This design comes from an exercise in tuning for small area on the open sky130 flow, not from production work. Only simulation tests tie the RTL to the original design; equivalence was not proved. No activity file was given, so power comes from the tool's default toggle rates.

==> design/flow/design.v <==
module isa_core (
    input  wire         clk,
    input  wire         rst,
    output wire         mem_req,
    output wire         mem_we,
    output wire [15:0]  mem_addr,
    output wire [15:0]  mem_wdata,
    input  wire [15:0]  mem_rdata,
    input  wire         mem_ready,
    input  wire         bp_we,
    input  wire [1:0]   bp_idx,
    input  wire         bp_valid,
    input  wire [17:0]  bp_addr,
    output wire         halted,
    output wire         bp_hit,
    output wire [17:0]  pc,
    output wire         flag_z,
    output wire         flag_n,
    output wire         flag_c,
    output wire [31:0]  icount,
    output wire [127:0] regs
);
    localparam [2:0] S_CLR = 3'd0,
                     S_F   = 3'd1,
                     S_E   = 3'd2,
                     S_M   = 3'd3,
                     S_W   = 3'd4;
    reg [2:0]  state;
    reg [4:0]  cnt;
    reg [15:0] ir;
    reg [15:0] ar;
    reg [17:0] pc_r;
    reg [31:0] ic;
    reg        halted_r, ffail;
    reg        z_r, n_r, c_r;
    reg        cy, pcy, icy, ones;
    reg [15:0] rf [0:7];
    reg        bp_v [0:3];
    reg [17:0] bp_a [0:3];
    integer b;
    always @(posedge clk) begin
        for (b = 0; b < 4; b = b + 1) begin
            if (bp_we) begin
                if (bp_idx == b[1:0]) begin
                    bp_v[b] <= bp_valid;
                    bp_a[b] <= bp_addr;
                end
            end else if (rst) begin
                bp_v[b] <= 1'b0;
            end
        end
    end
    wire bp_match = (bp_v[0] && bp_a[0] == pc_r) || (bp_v[1] && bp_a[1] == pc_r) ||
                    (bp_v[2] && bp_a[2] == pc_r) || (bp_v[3] && bp_a[3] == pc_r);
    wire pc_ok    = (pc_r[17:16] == 2'b00) && (pc_r[15:0] != 16'hFFFF);
    wire [3:0] op  = ffail ? 4'h0 : ir[15:12];
    wire [2:0] rd  = ir[11:9];
    wire [2:0] rs1 = ir[8:6];
    wire [2:0] rs2 = ir[5:3];
    wire is_add  = (op == 4'h1);
    wire is_sub  = (op == 4'h2);
    wire is_and  = (op == 4'h3);
    wire is_or   = (op == 4'h4);
    wire is_ld   = (op == 4'h6);
    wire is_st   = (op == 4'h7);
    wire is_jmp  = (op == 4'h8);
    wire is_brz  = (op == 4'h9);
    wire is_halt = (op == 4'hA);
    wire is_alu  = (op >= 4'h1) && (op <= 4'h5);
    wire is_rr   = (op >= 4'h1) && (op <= 4'h4);
    wire is_mem  = is_ld || is_st;
    wire st_clr = (state == S_CLR);
    wire st_e   = (state == S_E);
    wire st_w   = (state == S_W);
    wire st_m   = (state == S_M);
    wire st_f   = (state == S_F);
    wire busy   = st_clr || st_e || st_w;        
    wire rrot   = busy && !cnt[4];               
    wire first  = (cnt == 5'd0);
    wire last   = (cnt == 5'd17);
    wire imm_bit = ir[(cnt < 5'd5) ? cnt[2:0] : 3'd5];
    wire off_bit = ir[(cnt < 5'd9) ? cnt[3:0] : 4'd9];
    wire [2:0] bsel = is_st ? rd : rs2;
    wire a_bit  = rf[rs1][0];
    wire b_reg  = rf[bsel][0];
    wire b_op   = is_rr ? b_reg : imm_bit;
    wire b_eff  = b_op ^ is_sub;
    wire cin    = first ? is_sub : cy;
    wire sum    = a_bit ^ b_eff ^ cin;
    wire cout   = (a_bit & b_eff) | (a_bit & cin) | (b_eff & cin);
    wire res    = is_and ? (a_bit & b_reg) : is_or ? (a_bit | b_reg) : sum;
    wire take    = is_jmp || (is_brz && z_r);
    wire pc_add  = (st_e && is_mem) ? 1'b0 :
                   (st_e && take)   ? off_bit :
                   (st_e && is_halt) ? 1'b0 :
                   (cnt == 5'd1);
    wire pcin    = first ? 1'b0 : pcy;
    wire pc_sum  = pc_r[0] ^ pc_add ^ pcin;
    wire pc_cout = (pc_r[0] & pc_add) | (pc_r[0] & pcin) | (pc_add & pcin);
    wire pc_in   = st_clr ? 1'b0 : pc_sum;
    wire icin = first ? 1'b1 : icy;
    wire ic_s0 = ic[0] ^ icin;
    wire ic_c1 = ic[0] & icin;
    wire ic_s1 = ic[1] ^ ic_c1;
    wire ic_c2 = ic[1] & ic_c1;
    wire ld_wr = st_w && is_ld && !ones;
    wire swap  = (st_e || st_w) && is_st;
    wire wbit  = st_clr ? 1'b0 : (st_e && is_alu) ? res : ld_wr ? ar[0] : rf[7][0];
    wire wen   = st_clr || (st_e && is_alu) || ld_wr || swap;
    integer i;
    always @(posedge clk) begin
        if (rrot) begin
            for (i = 0; i < 8; i = i + 1) begin
                if (st_clr || (wen && rd == i[2:0]))
                    rf[i] <= {wbit, rf[i][15:1]};
                else if (i == 7 && swap)
                    rf[i] <= {b_reg, rf[i][15:1]};
                else
                    rf[i] <= {rf[i][0], rf[i][15:1]};
            end
        end
    end
    always @(posedge clk) begin
        if (busy)
            pc_r <= {pc_in, pc_r[17:1]};
        pcy <= pc_cout;
        if (rrot)
            ar <= {(st_e && is_mem) ? res : pc_in, ar[15:1]};
        else if (st_m && is_ld && mem_ready)
            ar <= mem_rdata;
        if (rrot && !st_w) begin
            ic  <= {st_clr ? 2'b00 : {ic_s1, ic_s0}, ic[31:2]};
            icy <= ic_c2;
        end
        if (rrot && st_e) begin
            cy <= cout;
            if (is_mem)
                ones <= (first | ones) & res;
        end
        if (st_f && mem_ready)
            ir <= mem_rdata;
    end
    always @(posedge clk) begin
        if (rst) begin
            state    <= S_CLR;
            cnt      <= 5'd0;
            halted_r <= 1'b0;
            ffail    <= 1'b0;
            z_r      <= 1'b0;
            n_r      <= 1'b0;
            c_r      <= 1'b0;
        end else begin
            if (busy)
                cnt <= last ? 5'd0 : cnt + 5'd1;
            if (rrot && st_e && is_alu) begin
                z_r <= (first | z_r) & !res;
                n_r <= res;
                if (is_add && cnt == 5'd15)
                    c_r <= cout;
            end
            case (state)
                S_CLR: if (last) state <= S_F;
                S_F: begin
                    if (!halted_r && !bp_match) begin
                        if (!pc_ok) begin
                            ffail <= 1'b1;
                            state <= S_E;
                        end else if (mem_ready) begin
                            state <= S_E;
                        end
                    end
                end
                S_E: begin
                    if (last) begin
                        if (is_mem) begin
                            state <= ones ? S_W : S_M;
                        end else begin
                            state <= S_F;
                            if (is_halt || ffail)
                                halted_r <= 1'b1;
                            ffail <= 1'b0;
                        end
                    end
                end
                S_M: if (mem_ready) state <= S_W;
                S_W: if (last) state <= S_F;
                default: state <= S_F;
            endcase
        end
    end
    assign mem_req   = 1'b1;
    assign mem_we    = st_m && is_st;
    assign mem_addr  = ar;
    assign mem_wdata = rf[7];
    assign halted = halted_r;
    assign bp_hit = st_f && !halted_r && bp_match;
    assign pc     = pc_r;
    assign flag_z = z_r;
    assign flag_n = n_r;
    assign flag_c = c_r;
    assign icount = ic;
    genvar g;
    generate
        for (g = 0; g < 8; g = g + 1) begin : g_regs
            assign regs[16*g +: 16] = rf[g];
        end
    endgenerate
endmodule
==> design/flow/run.sh <==
#!/bin/bash
# synth_recipe.tcl (not shown) runs the flow's synth.tcl, then flattens the netlist and writes it again
# the make line also repeats each setting of config.mk as NAME=value (left out here)
make -C /OpenROAD-flow-scripts/flow DESIGN_CONFIG=/design/flow/config.mk WORK_HOME=/design/flow/orfs CLKGATE_MAP_FILE= SYNTH_SCRIPT=/design/flow/synth_recipe.tcl finish
==> design/flow/config.mk <==
export PLATFORM = sky130hd
export DESIGN_NAME = isa_core
export DESIGN_NICKNAME = isa_core
export VERILOG_FILES = /design/flow/design.v
export SDC_FILE = /design/flow/constraint.sdc
export NUM_CORES = 4
export LEC_CHECK = 0
export CAP_MARGIN = 20
export CORE_MARGIN = 2
export CORE_UTILIZATION = 40
export SLEW_MARGIN = 20
==> design/flow/constraint.sdc <==
create_clock -name core_clock -period 10.0 [get_ports {clk}]
set_input_delay 2.0000 -clock core_clock [delete_from_list [all_inputs] [get_ports {clk}]]
set_output_delay 2.0000 -clock core_clock [all_outputs]
set_load 0.01 [all_outputs]
==> results of run 1 <==
==> cells in the mapped netlist (all sizes together) (2+ instances only) <==
master	count
nand3b	3
or4	2
nor4b	2
nand2b	8
nor3b	5
a22oi	2
o211ai	3
nor2	31
a31oi	6
xor2	2
clkbuf	31
nand2	26
and3b	2
o21ai	13
o22ai	2
dfxtp	14
edfxtp	289
nand3	8
xnor2	75
a311oi	3
and2	6
inv	13
a21oi	16
a41oi	2
nor4	8
mux4	5
ha	6
or3	2
mux2	19
nor2b	9
nand4	29
and3	5
mux2i	12
buf	23
fa	2
nor3	8
==> power by group through the flow <==
stage	sequential, mW	clock, mW	combinational (mW)
after floorplan	1.43	0	0.0340
final	1.41	1.20	0.0680
after global routing	1.41	1.28	0.0740
after CTS	1.41	1.23	0.0687
after global placement	1.43	0	0.0682
after detailed placement	1.43	0	0.0683
==> final cells by class <==
type	instances	area, µm²
Clock inverter	18	119
Multi-Input combinational cell	342	2630
Timing Repair Buffer	261	2600
Inverter	13	48.8
Tap cell	390	488
Fill cell	2422	13600
Clock buffer	45	976
Sequential cell	303	8960
==> layer usage <==
metal | GRT usage (%) | up-vias | share of wire [%]
li1 | - | 3170 | -
met1 | 24.7 | 3429 | 43
met2 | 27.6 | 273 | 46
met3 | 5.92 | 43 | 8.8
met4 | 5.41 | 0 | 2.1
met5 | 0 | - | 0
==> logic make-up (layout without fill, tap and decap cells) <==
| logic type | after synthesis | after routing | share of synthesized area [%] |
|---|---|---|---|
| other | 1 | 1 | 0.0316 |
| buffers and inverters | 67 | 337 | 2.77 |
| AOI/OAI and AO/OA | 61 | 61 | 3.63 |
| xor gates and xnor gates | 77 | 77 | 5.68 |
| and+or+nand+nor | 158 | 158 | 7.63 |
| DFF | 303 | 303 | 75.4 |
| muxes | 36 | 36 | 3.79 |
| adders and majority gates | 9 | 9 | 1.06 |
==> worst register-to-register path: cells and delay by family (launching register included) <==
kind | cells | cell delay (ps)
buf+inv | 1 | 260
flops | 1 | 740
fa+ha+maj | 1 | 530
compound gates | 5 | 1010
simple gates | 3 | 1020
mux | 1 | 90
xor+xnor | 1 | 150
==> registers in the layout (all words and copies together) (netlist names) <==
| register | count |
|---|---|
| rf | 128 |
| bp_a | 72 |
| ic | 32 |
| pc_r | 18 |
| ar | 16 |
| ir | 16 |
| cnt | 5 |
| bp_v | 4 |
| state | 3 |
| c_r | 1 |
| cy | 1 |
| ffail | 1 |
| halted_r | 1 |
| icy | 1 |
| n_r | 1 |
| ones | 1 |
| pcy | 1 |
| z_r | 1 |
==> stage by stage <==
step	hold WS (ps)	setup slack [ps]	total power, mW	area, µm²
floorplan	481	4260	1.46	11900
global placement	429	5580	1.50	14700
detailed placement	434	5570	1.50	14700
CTS	445	5020	2.71	15800
global route	454	4880	2.76	15800
finish	447	5070	2.67	15800
==> how the worst min path moves through the flow <==
stage	startpoint	to	slack, ps	depth (start not counted)
after floorplan	n_r	n_r	480	2
after global placement	rf[6][4]	rf[6][3]	430	0
after detailed placement	rf[5][13]	rf[5][12]	430	0
after CTS	rf[3][12]	rf[3][11]	450	0
after global routing	rf[3][12]	rf[3][11]	450	0
final	rf[5][5]	rf[5][4]	450	0
==> flow_summary.toml, run 1 <==
[clocking]
cts_root_buf = "clkbuf_16"
clk_latency_ps = 500
cts_sinks = 303
post_cts_buffers = 0
cts_resized = 0
numCtsBuffers = 35
cts_tree = "done"
cts.clk_slew.worst_paths_ps = 60
htreeDepth = 2
cts_buffer_depth = 3
ctsHoldBuffers = 0

[flow_run]
maxCapViolCount = 0

[setup_path]
cp_cell_sequence = "xnor2_1 > nand4_1 > nor4_1 > nand4_1 > nand4_1 > and2_1 > clkdlybuf4s50_1"
worst-path-max-fanout = 7
cp-start-kind = "flop"
end_kind = "output port"
critPathBufInv = 1
slowest_delay_ps = 550
r2r_start = "ir[12]"
arrival_ps = 2930
r2r_slack_ps = 5940
path_delay_family = "simple AND/OR/NAND/NOR gates"
path_depth = 7
worstRegToRegCells = 12
crit_start = "pc_r[15]"
crit_required_ps = 8000
cp-endpoint = "bp_hit"
rr_endpoint = "rf[1][15]"
crit_path_frequent_cell = "nand4_1"
slowest_stage = "edfxtp_1"
path_class = "flop to output port"

[final_layout]
final_common_cell = "edfxtp_1"
area_delta_synth_final_pct = 33.2
layout-drive-gt1-share_pct = 9.88
fin_cells = 1372
final_util_pct = 53.8
layout.nets = 1005
mostFrequentLayoutCells = "edfxtp_1 (289), clkdlybuf4s50_1 (256), xnor2_1 (75)"
diodes = 0

[power_and_ir_drop]
pwr_density_cell_nw_per_um2 = 169
p_clk_share_pct = 44.8
power.net_switching_mw = 0.528
seq_power_share_pct = 52.6
power_switching_share_pct = 19.8
ir_drop_mv = 0.0999
internal_power_mw = 2.15
combPwrFrac_pct = 2.5
p_leak_nw = 5.65

[yosys]
synth_area_per_cell_um2 = 16.7
synth-seq-cells = 303
synth_top_area_share_pct = 73.0
synth_area_leader_cell = "edfxtp_1"
yosysSeqAreaShare_pct = 75.4
synth_flop_cell = "edfxtp_1"
async_flop_share_pct = 0
syn_inst = 712
synth_edf_count = 289
syn-cell-area_um2 = 11900
synth_nets = 761
yosysWarnings = 4
yosys-top-cells-area = "edfxtp_1 (73%), xnor2_1 (5.5%), dfxtp_1 (2.4%), mux2_2 (1.7%), nand4_1 (1.5%)"
yosysUniqueCellTypes = 66

[global_route]
grt_max_degree = 88
grt_pass1_vias = 6959
antenna_found_initial = 0
track_usage_pct = 18.1
grt_pass1_wl_mm = 42.6
grt_overflow = 0

[sta]
fmax_mhz = 203
grt_setup_unrepaired = "no"
slew_headroom_pct = 30.0
worstMarginPinSlew_ps = 1050
period_needed_ps = 4930
hold_viol = 0
tns_ps = 0
final_max_slew_viol_count = 0
period_share_pct = 49.3
setup_viol = 0
fin_worst_skew_ps = 12.4

[route]
drt_iter0_drc = 577
avgViaCountPerCell = 5.04
drt_first_pass_iters = 4
drtAntennaViolNets = 0
wire_per_inst_um = 20.7
routed_wl_mm = 28.4
vias = 6915
drcViolationCount = 0

[worst_hold_path]
hold_path_class = "flop to flop"

[run_status]
status = "finished clean"

[place]
gp_congestion = 0.940
dp_hpwl_mm = 19.7
io_buffers = 256
dp_cells = 1309

[floorplan]
rows = 63
start_util_pct = 40.4
io-pin-count = 258
core_um2 = 29400
dieArea_um2 = 31100
dieWidth_um = 176
die-height_um = 176
==> run 2, diff against run 1 <==
==> design/flow/flow/run.sh (new file) <==
#!/bin/bash
set -euo pipefail
bash standard.sh \
  'BUFFER_PORTS_ARGS=-buffer_cell sky130_fd_sc_hd__buf_1' \
  'CTS_ARGS=-sink_clustering_enable -repair_clock_nets -buf_list sky130_fd_sc_hd__clkbuf_4 -dont_use_dummy_load' \
  finish > flow.log 2>&1
==> design/flow/standard.sh (new file) <==
#!/bin/bash
# synth_recipe.tcl (not shown) runs the flow's synth.tcl, then flattens the netlist and writes it again
# the make line also repeats each setting of config.mk as NAME=value (left out here)
make -C /OpenROAD-flow-scripts/flow DESIGN_CONFIG=/design/flow/config.mk WORK_HOME=/design/flow/orfs CLKGATE_MAP_FILE= SYNTH_SCRIPT=/design/flow/synth_recipe.tcl "${@:-finish}"
removed: design/flow/run.sh
==> run 2 against run 1 <==
Effect of this change: still clean on timing, DRC and antenna; register-to-register slack got worse by 100 ps; worst setup slack better by 210 ps; critical path depth did not move; core utilization down 7.1 points; die area unchanged; maximum frequency rose by 4.5%; clock skew increased by 100 ps; clock power is 34% lower; via count grew 1.7%; synthesized cell count unchanged; area after synthesis did not move; critical endpoint unchanged; largest power group unchanged.
==> flow_summary.toml, run 2 <==
[power_and_ir_drop]
pwr_density_cell_nw_per_um2 = 164
p_leak_nw = 4.91
seq_power_share_pct = 62.5
ir_drop_mv = 0.0898
power.net_switching_mw = 0.469
internal_power_mw = 1.78
combPwrFrac_pct = 2.5
p_clk_share_pct = 35.1
power_switching_share_pct = 20.9

[sta]
whs_ps = 410
period_needed_ps = 4710
worstMarginPinSlew_ps = 1030
period_share_pct = 47.1
fmax_mhz = 212
tns_ps = 0
grt_setup_unrepaired = "no"
final_max_slew_viol_count = 0
fin_worst_skew_ps = 113
hold_viol = 0
setup_viol = 0
slew_headroom_pct = 31.1
setup_ws_ps = 5290

[yosys]
synth_area_leader_cell = "edfxtp_1"
synth_most_common_cell = "edfxtp_1"
syn_inst = 712
synth_nets = 761
yosysSeqAreaShare_pct = 75.4
synth_flop_cell = "edfxtp_1"
yosysWarnings = 4
syn-cell-area_um2 = 11900
yosys-top-cells-area = "edfxtp_1 (73%), xnor2_1 (5.5%), dfxtp_1 (2.4%), mux2_2 (1.7%), nand4_1 (1.5%)"
synth_common_cells = "edfxtp_1 (289), xnor2_1 (75), clkbuf_1 (31)"
synth-seq-cells = 303
synth_top_area_share_pct = 73.0
synth_area_per_cell_um2 = 16.7
async_flop_share_pct = 0
synth_edf_count = 289
yosysUniqueCellTypes = 66

[global_route]
antenna_found_initial = 1
grt_pass1_wl_mm = 40.8
track_usage_pct = 17.4
grt_max_degree = 86
grt_pass1_vias = 7064
grt_overflow = 0

[setup_path]
arrival_ps = 2710
end_kind = "output port"
r2r_start = "ir[12]"
crit_start = "pc_r[7]"
worst-path-max-fanout = 7
path_class = "flop to output port"
cp-start-kind = "flop"
crit_required_ps = 8000

[clocking]
post_cts_buffers = 0
numCtsBuffers = 80
clk_latency_ps = 690
cts_tree = "done"
ctsHoldBuffers = 0
cts_buffer_depth = 3
cts_root_buf = "clkbuf_4"
cts.clk_slew.worst_paths_ps = 60
cts_sinks = 303
cts_resized = 0
htreeDepth = 3

[place]
dp_cells = 1308
pre_cts_slack_ps = 5870
dp_hpwl_mm = 18.8
io_buffers = 256
gp_congestion = 0.879

[final_layout]
fin_cells = 1390
mostFrequentLayoutCells = "edfxtp_1 (289), buf_1 (256), clkbuf_4 (80)"
layout.nets = 1050
area_delta_synth_final_pct = 15.6
largest_reg_flops = 128
fill_cells = 2623
reg_top3 = "rf: 128 flops, bp_a: 72 flops, ic: 32 flops"
final_common_cell = "edfxtp_1"
regMostFlops = "rf"
layout-drive-gt1-share_pct = 12.7

[route]
routed_wl_mm = 27.4
drtAntennaViolNets = 0
drcViolationCount = 0
drt_iter0_drc = 500
vias = 7036
avgViaCountPerCell = 5.06
drt_first_pass_iters = 5
wire_per_inst_um = 19.7

[worst_hold_path]
hold_path_class = "flop to flop"
min_from = "ic[26]"

[floorplan]
dieWidth_um = 176
io-pin-count = 258
dieArea_um2 = 31100
start_util_pct = 40.4
die-height_um = 176
rows = 63
core_um2 = 29400

[flow_run]
maxCapViolCount = 0

[run_status]
status = "finished clean"
==> run 2: cell counts after synthesis <==
No cell type changed its count.
==> run 2: cell type report <==
type / instances / area [µm²] / area share [%]
inverters: 13 / 48.8 / 0.355
diodes: 1 / 2.50 / 0.0182
multi-input cells: 342 / 2630 / 19.1
clock buffers: 80 / 601 / 4.37
well taps: 390 / 488 / 3.55
flip-flops and latches: 303 / 8960 / 65.3
repair buffers: 261 / 1000 / 7.30
==> run 2: worst paths after layout <==
kind | endpoint | depth (start not counted) | slack, ps
max | bp_hit | 7 | 5290
min | ic[24] | 0 | 410
min reg2reg | ic[24] | 0 | 410
max reg2reg | rf[7][15] | 12 | 5840
==> run 2: layer usage <==
metal  up-vias  global-route usage [%]  share of wire [%]
li1       3255                       -                  -
met2       308                    26.6                 46
met5         -                       0                  0
met1      3409                    23.1                 43
met3        64                    6.20                8.3
met4         0                    5.92                2.4
==> run 2: kinds of logic after synthesis <==
| family | after synthesis | share of synthesized area, % |
|---|---|---|
| muxes | 36 | 3.79 |
| adders and majority gates | 9 | 1.06 |
| DFF | 303 | 75.4 |
| xor gates and xnor gates | 77 | 5.68 |
| and+or+nand+nor | 158 | 7.63 |
| other | 1 | 0.0316 |
| buffers and inverters | 67 | 2.77 |
| AOI/OAI and AO/OA | 61 | 3.63 |
==> run 2: power groups by stage <==
stage	clock network, mW	registers [mW]	logic, mW
final	0.789	1.41	0.0556
after global placement	0	1.43	0.0552
after floorplan	0	1.43	0.0340
after global routing	0.883	1.41	0.0620
after detailed placement	0	1.43	0.0559
after CTS	0.828	1.41	0.0562
==> run 2: critical path, cell delays in order, from the launching register on <==
cell,delay [ps]
edfxtp_1,570
xnor2_1,310
nand4_1,120
nor4_1,360
nand4_1,130
nand4_1,210
and2_1,210
buf_1,160
==> run 2: per-stage QoR <==
stage,area (µm²),total power [mW],utilization [%]
2_1_floorplan,11900,1.46,-
3_3_place_gp,13100,1.49,44.6
3_5_place_dp,13100,1.49,44.6
4_1_cts,13700,2.29,46.6
5_1_grt,13700,2.35,46.7
6_report,13700,2.25,46.7
==> run 3, diff against run 2 <==
==> design/flow/flow/run.sh (replaced) <==
#!/bin/bash
set -euo pipefail
bash standard.sh \
  'BUFFER_PORTS_ARGS=-buffer_cell sky130_fd_sc_hd__buf_1' \
  'CTS_ARGS=-sink_clustering_enable -repair_clock_nets -buf_list sky130_fd_sc_hd__clkbuf_8 -dont_use_dummy_load -sink_clustering_size 15 -sink_clustering_max_diameter 100' \
  finish > flow.log 2>&1
==> run 3 against run 2 <==
Effect of this change: die area unchanged; sequential cell count unchanged; clock-buffer cell count down 56; power down 9.0%; register-to-register slack about the same; still clean; critical path depth unchanged; design area down 2.0%; routed wire length down 2.1%; largest cell class unchanged.
==> flow_summary.toml, run 3 <==
[route]
drt_first_pass_iters = 5
drt_iter0_drc = 501
routed_wl_mm = 26.9
vias = 6736
wire_per_inst_um = 20.1
drcViolationCount = 0
avgViaCountPerCell = 5.05
drtAntennaViolNets = 0

[power_and_ir_drop]
power.net_switching_mw = 0.417
combPwrFrac_pct = 2.7
p_leak_nw = 4.72
p_clk_share_pct = 28.8
ir_drop_mv = 0.109
power_switching_share_pct = 20.3
seq_power_share_pct = 68.5
pwr_density_cell_nw_per_um2 = 152
internal_power_mw = 1.63

[yosys]
yosysUniqueCellTypes = 66
synth_area_leader_cell = "edfxtp_1"
synth_top_area_share_pct = 73.0
yosysWarnings = 4
yosys-top-cells-area = "edfxtp_1 (73%), xnor2_1 (5.5%), dfxtp_1 (2.4%), mux2_2 (1.7%), nand4_1 (1.5%)"
yosysSeqAreaShare_pct = 75.4
syn-cell-area_um2 = 11900
synth_nets = 761
synth_most_common_cell = "edfxtp_1"
synth-seq-cells = 303
syn_inst = 712
synth_area_per_cell_um2 = 16.7
synth_common_cells = "edfxtp_1 (289), xnor2_1 (75), clkbuf_1 (31)"
synth_flop_cell = "edfxtp_1"
async_flop_share_pct = 0
synth_edf_count = 289

[clocking]
ctsHoldBuffers = 0
cts_root_buf = "clkbuf_8"
cts_tree = "done"
htreeDepth = 1
numCtsBuffers = 24
cts_sinks = 303
clk_latency_ps = 570
cts_buffer_depth = 3
cts_resized = 0
post_cts_buffers = 0
cts.clk_slew.worst_paths_ps = 100

[final_layout]
area_delta_synth_final_pct = 13.3
layout-drive-gt1-share_pct = 7.53
largest_reg_flops = 128
reg_top3 = "rf: 128 flops, bp_a: 72 flops, ic: 32 flops"
final_common_cell = "edfxtp_1"
mostFrequentLayoutCells = "edfxtp_1 (289), buf_1 (256), xnor2_1 (75)"
regMostFlops = "rf"
layout.nets = 994
final_cell_area_um2 = 13500
final_util_pct = 45.8
fin_cells = 1334

[global_route]
grt_pass1_vias = 6629
antenna_found_initial = 1
grt_max_degree = 86
grt_overflow = 0
track_usage_pct = 16.8
grt_pass1_wl_mm = 39.6

[place]
dp_hpwl_mm = 18.8
io_buffers = 256
place_area_um2 = 13100
dp_cells = 1308
gp_congestion = 0.879

[sta]
hold_viol = 0
final_max_slew_viol_count = 0
tns_ps = 0
fin_worst_skew_ps = 58.5
grt_setup_unrepaired = "no"
period_share_pct = 46.5
period_needed_ps = 4650
setup_viol = 0
slew_headroom_pct = 30.3
fmax_mhz = 215
worstMarginPinSlew_ps = 1050

[floorplan]
start_util_pct = 40.4
dieWidth_um = 176
rows = 63
die-height_um = 176
dieArea_um2 = 31100
io-pin-count = 258
core_um2 = 29400

[setup_path]
slowest_delay_ps = 590
end_kind = "output port"
worstRegToRegCells = 12
crit_start = "pc_r[7]"
crit_path_frequent_cell = "nand4_1"
cp-start-kind = "flop"
worst-path-max-fanout = 7
cp-endpoint = "bp_hit"
crit_required_ps = 8000
cp_cell_sequence = "xnor2_1 > nand4_1 > nor4_1 > nand4_1 > nand4_1 > and2_1 > buf_1"
arrival_ps = 2650
path_class = "flop to output port"
r2r_slack_ps = 5830
rr_endpoint = "rf[1][15]"
slowest_stage = "edfxtp_1"
r2r_start = "ir[12]"

[flow_run]
maxCapViolCount = 0

[run_status]
status = "finished clean"

[worst_hold_path]
hold_path_class = "flop to flop"
run 3: cell counts after synthesis:
No cell type changed its count.
run 3: kinds of logic after synthesis:
| group | count (synthesis) | synth area share [%] |
|---|---|---|
| DFF | 303 | 75.4 |
| and+or+nand+nor | 158 | 7.63 |
| xor gates and xnor gates | 77 | 5.68 |
| buffers and inverters | 67 | 2.77 |
| AOI/OAI and AO/OA | 61 | 3.63 |
| muxes | 36 | 3.79 |
| adders and majority gates | 9 | 1.06 |
| other | 1 | 0.0316 |
run 3: cell type report:
class,instances,area [µm²]
multi-input combinational,342,2630
clock buffer,24,330
antenna,1,2.50
tap,390,488
timing repair buffer,261,1000
fill,2639,15900
inverter,13,48.8
sequential,303,8960
run 3: per-stage QoR:
stage	hold slack, ps	total power, mW	setup WS (ps)
finish	406	2.05	5350
global route	414	2.12	5250
CTS	414	2.08	5350
detailed placement	429	1.49	5870
global placement	428	1.49	5970
floorplan	481	1.46	4260
run 3: routing by layer:
metal  GRT usage, %  vias to the layer above  part of all wire [%]
li1               -                     3118                     -
met1           23.3                     3325                    45
met2           26.6                      259                    46
met3           4.03                       34                   6.9
met4           4.34                        0                   2.3
met5              0                        -                     0
run 3: worst max-delay path: cells and delay by family (launching register included):
kind          cells  cell delay [ps]
simple gates      5             1040
flops             1              590
xor+xnor          1              320
buf+inv           1              160
run 3: worst min-delay path by stage:
stage / end / slack [ps] / start / depth (start not counted)
CTS: rf[1][12] / 410 / rf[1][13] / 0
detailed placement: ic[27] / 430 / ic[29] / 0
global route: rf[1][12] / 410 / rf[1][13] / 0
floorplan: n_r / 480 / n_r / 2
finish: rf[1][12] / 410 / rf[1][13] / 0
global placement: ic[25] / 430 / ic[27] / 0
run 3: power groups by stage:
stage                     Sequential (mW)  Clock, mW  Combinational [mW]
after floorplan                      1.43          0              0.0340
after global placement               1.43          0              0.0552
after detailed placement             1.43          0              0.0559
after CTS                            1.40      0.616              0.0562
after global routing                 1.40      0.651              0.0620
final                                1.40      0.589              0.0555
==> run 4, diff against run 3 <==
--- a/design/flow/config.mk
+++ b/design/flow/config.mk
@@ -7,5 +7,5 @@
 export LEC_CHECK = 0
 export CAP_MARGIN = 20
 export CORE_MARGIN = 2
-export CORE_UTILIZATION = 40
+export CORE_UTILIZATION = 65
 export SLEW_MARGIN = 20
==> run 4 against run 3 <==
Effect of this change: critical path depth is the same; clock power fell by 3.9%; critical endpoint unchanged; area after synthesis did not move; highest routed layer unchanged; routed wire length decreased by 3.9%; worst hold slack improved by 40 ps.
==> flow_summary.toml, run 4 <==
[power_and_ir_drop]
p_leak_nw = 4.70
ir_drop_mv = 0.132
pwr_density_cell_nw_per_um2 = 153
p_total_mw = 2.03

[clocking]
numCtsBuffers = 24
ctsHoldBuffers = 0
post_cts_buffers = 0
cts_resized = 0
cts_tree = "done"
cts.clk_slew.worst_paths_ps = 90
cts_sinks = 303
clk_latency_ps = 550
htreeDepth = 1
cts_root_buf = "clkbuf_8"
cts_buffer_depth = 3

[worst_hold_path]
hold_path_end = "rf[1][6]"
min_from = "rf[1][7]"
min_delay_path_depth = 0
hold_path_class = "flop to flop"

[sta]
slew_headroom_pct = 31.3
tns_ps = 0
period_share_pct = 47.4
whs_ps = 446
setup_ws_ps = 5260
final_max_slew_viol_count = 0
fin_worst_skew_ps = 59.4
setup_viol = 0
hold_viol = 0
fmax_mhz = 211
grt_setup_unrepaired = "no"
period_needed_ps = 4740
worstMarginPinSlew_ps = 1030

[yosys]
synth-compound-area-share_pct = 3.63
synth_top_area_share_pct = 73.0
synth_nets = 761
synth_edf_count = 289
async_flop_share_pct = 0
yosysWarnings = 4
synth_common_cells = "edfxtp_1 (289), xnor2_1 (75), clkbuf_1 (31)"
yosys-top-cells-area = "edfxtp_1 (73%), xnor2_1 (5.5%), dfxtp_1 (2.4%), mux2_2 (1.7%), nand4_1 (1.5%)"
synth_adder_area_share_pct = 1.06
yosysSeqAreaShare_pct = 75.4
yosysUniqueCellTypes = 66
synth_most_common_cell = "edfxtp_1"
synth_xor_area_share_pct = 5.68
synth_mux_area_share_pct = 3.79
synth-seq-cells = 303
synthSimpleGateAreaFrac_pct = 7.63
synth_flop_cell = "edfxtp_1"
synth_area_per_cell_um2 = 16.7
syn_inst = 712
synth_area_leader_cell = "edfxtp_1"
synth_top_family_by_area = "simple AND/OR/NAND/NOR gates"
syn-cell-area_um2 = 11900

[final_layout]
reg_top3 = "rf: 128 flops, bp_a: 72 flops, ic: 32 flops"
final_cell_area_um2 = 13300
layout-drive-gt1-share_pct = 7.43
diodes = 0
area_delta_synth_final_pct = 11.6
largest_reg_flops = 128
layout.nets = 993
fin_cells = 1171
final_util_pct = 73.8
final_common_cell = "edfxtp_1"
regMostFlops = "rf"
mostFrequentLayoutCells = "edfxtp_1 (289), buf_1 (256), xnor2_1 (75)"

[setup_path]
r2r_slack_ps = 5630
r2r_start = "ir[12]"
cp-start-kind = "flop"
path_class = "flop to output port"
worstRegToRegCells = 12
rr_endpoint = "rf[7][15]"
crit_required_ps = 8000
worst-path-max-fanout = 7
arrival_ps = 2740
end_kind = "output port"

[flow_run]
maxCapViolCount = 0

[place]
dp_cells = 1146
io_buffers = 256
pre_cts_slack_ps = 5720
gp_congestion = 0.955
place_area_um2 = 12900
dp_hpwl_mm = 18.3

[route]
avgViaCountPerCell = 5.89
drt_first_pass_iters = 5
drt_iter0_drc = 526
vias = 6903
wire_per_inst_um = 22.0
drcViolationCount = 0
drtAntennaViolNets = 0
routed_wl_mm = 25.8

[global_route]
grt_max_degree = 80
globalRouteMet2Util_pct = 45.6
grt_pass1_vias = 6929
track_usage_pct = 26.5
use_met1_pct = 35.9
grt_overflow = 0
grt_pass1_wl_mm = 39.8
grt.busiest_layer = "met2"
globalRouteMet3Util_pct = 5.32
antenna_found_initial = 0

[floorplan]
io-pin-count = 258
rows = 49
start_util_pct = 66.1
core_um2 = 18000
die-height_um = 139
dieWidth_um = 139
dieArea_um2 = 19400

[run_status]
status = "finished clean"
[run 4: critical path: stages (launching register included)]
cell and delay [ps]:
edfxtp_1 580, xnor2_1 350, nand4_1 130, nor4_1 470
nand4_1 150, nand4_1 170, and2_1 190, buf_1 160
[run 4: logic make-up (layout without fill, tap and decap cells)]
logic type                 after synthesis  count (layout)
other                                    1               1
and+or+nand+nor                        158             158
adders and majority gates                9               9
DFF                                    303             303
buffers and inverters                   67             297
xor gates and xnor gates                77              77
AOI/OAI and AO/OA                       61              61
muxes                                   36              36
[run 4: final cells by class]
type | count | area [µm²]
inverters | 13 | 48.8
flip-flops and latches | 303 | 8960
clock buffers | 24 | 330
fillers | 1142 | 4710
multi-input cells | 342 | 2630
well taps | 229 | 287
repair buffers | 260 | 995
[run 4: worst max path at each step]
stage | start | end | slack (ps)
final | pc_r[16] | bp_hit | 5260
after floorplan | state[1] | ar[0] | 4260
after global routing | pc_r[16] | bp_hit | 5150
after global placement | pc_r[16] | bp_hit | 5800
after detailed placement | ir[12] | rf[5][15] | 5720
after CTS | pc_r[16] | bp_hit | 5240
[run 4: where the power goes]
group	internal, mW	total (mW)	switching, mW
clock	0.215	0.566	0.351
combinational	0.0232	0.0578	0.0346
sequential	1.39	1.40	0.0104
[run 4: routing by layer]
metal	up-vias	routed length [µm]
met5	-	0
met2	326	13000
li1	3121	-
met3	42	1930
met1	3414	10400
met4	0	465

[re-timing with driven ports]
The flow's constraints put no driver on any port. The routed layouts listed below were extracted and timed again, unchanged, in two steps.
Step 1 assumes that a clkbuf_16 drives the clock port and a buf_2 every other input.
Step 2 times the ports against the registers' clock, not the clock port: input delays grow and output delays shrink by t, the midpoint of the rising clock arrivals with the driver on.
a / b / c = no drivers / after step 1 / after step 2; a / b = the first two.
| run | t (ns) | slack for setup (ns) | worst setup path at the end |
|---|---|---|---|
| run 1 | 0.548 | 5.073 / 5.021 / 5.569 | register to output |
| run 2 | 0.686 | 5.286 / 5.242 / 5.840 | register to register |
| run 3 | 0.589 | 5.351 / 5.306 / 5.827 | register to register |
| run 4 | 0.556 | 5.260 / 5.221 / 5.626 | register to register |
After both steps setup and hold are still met in every run listed.
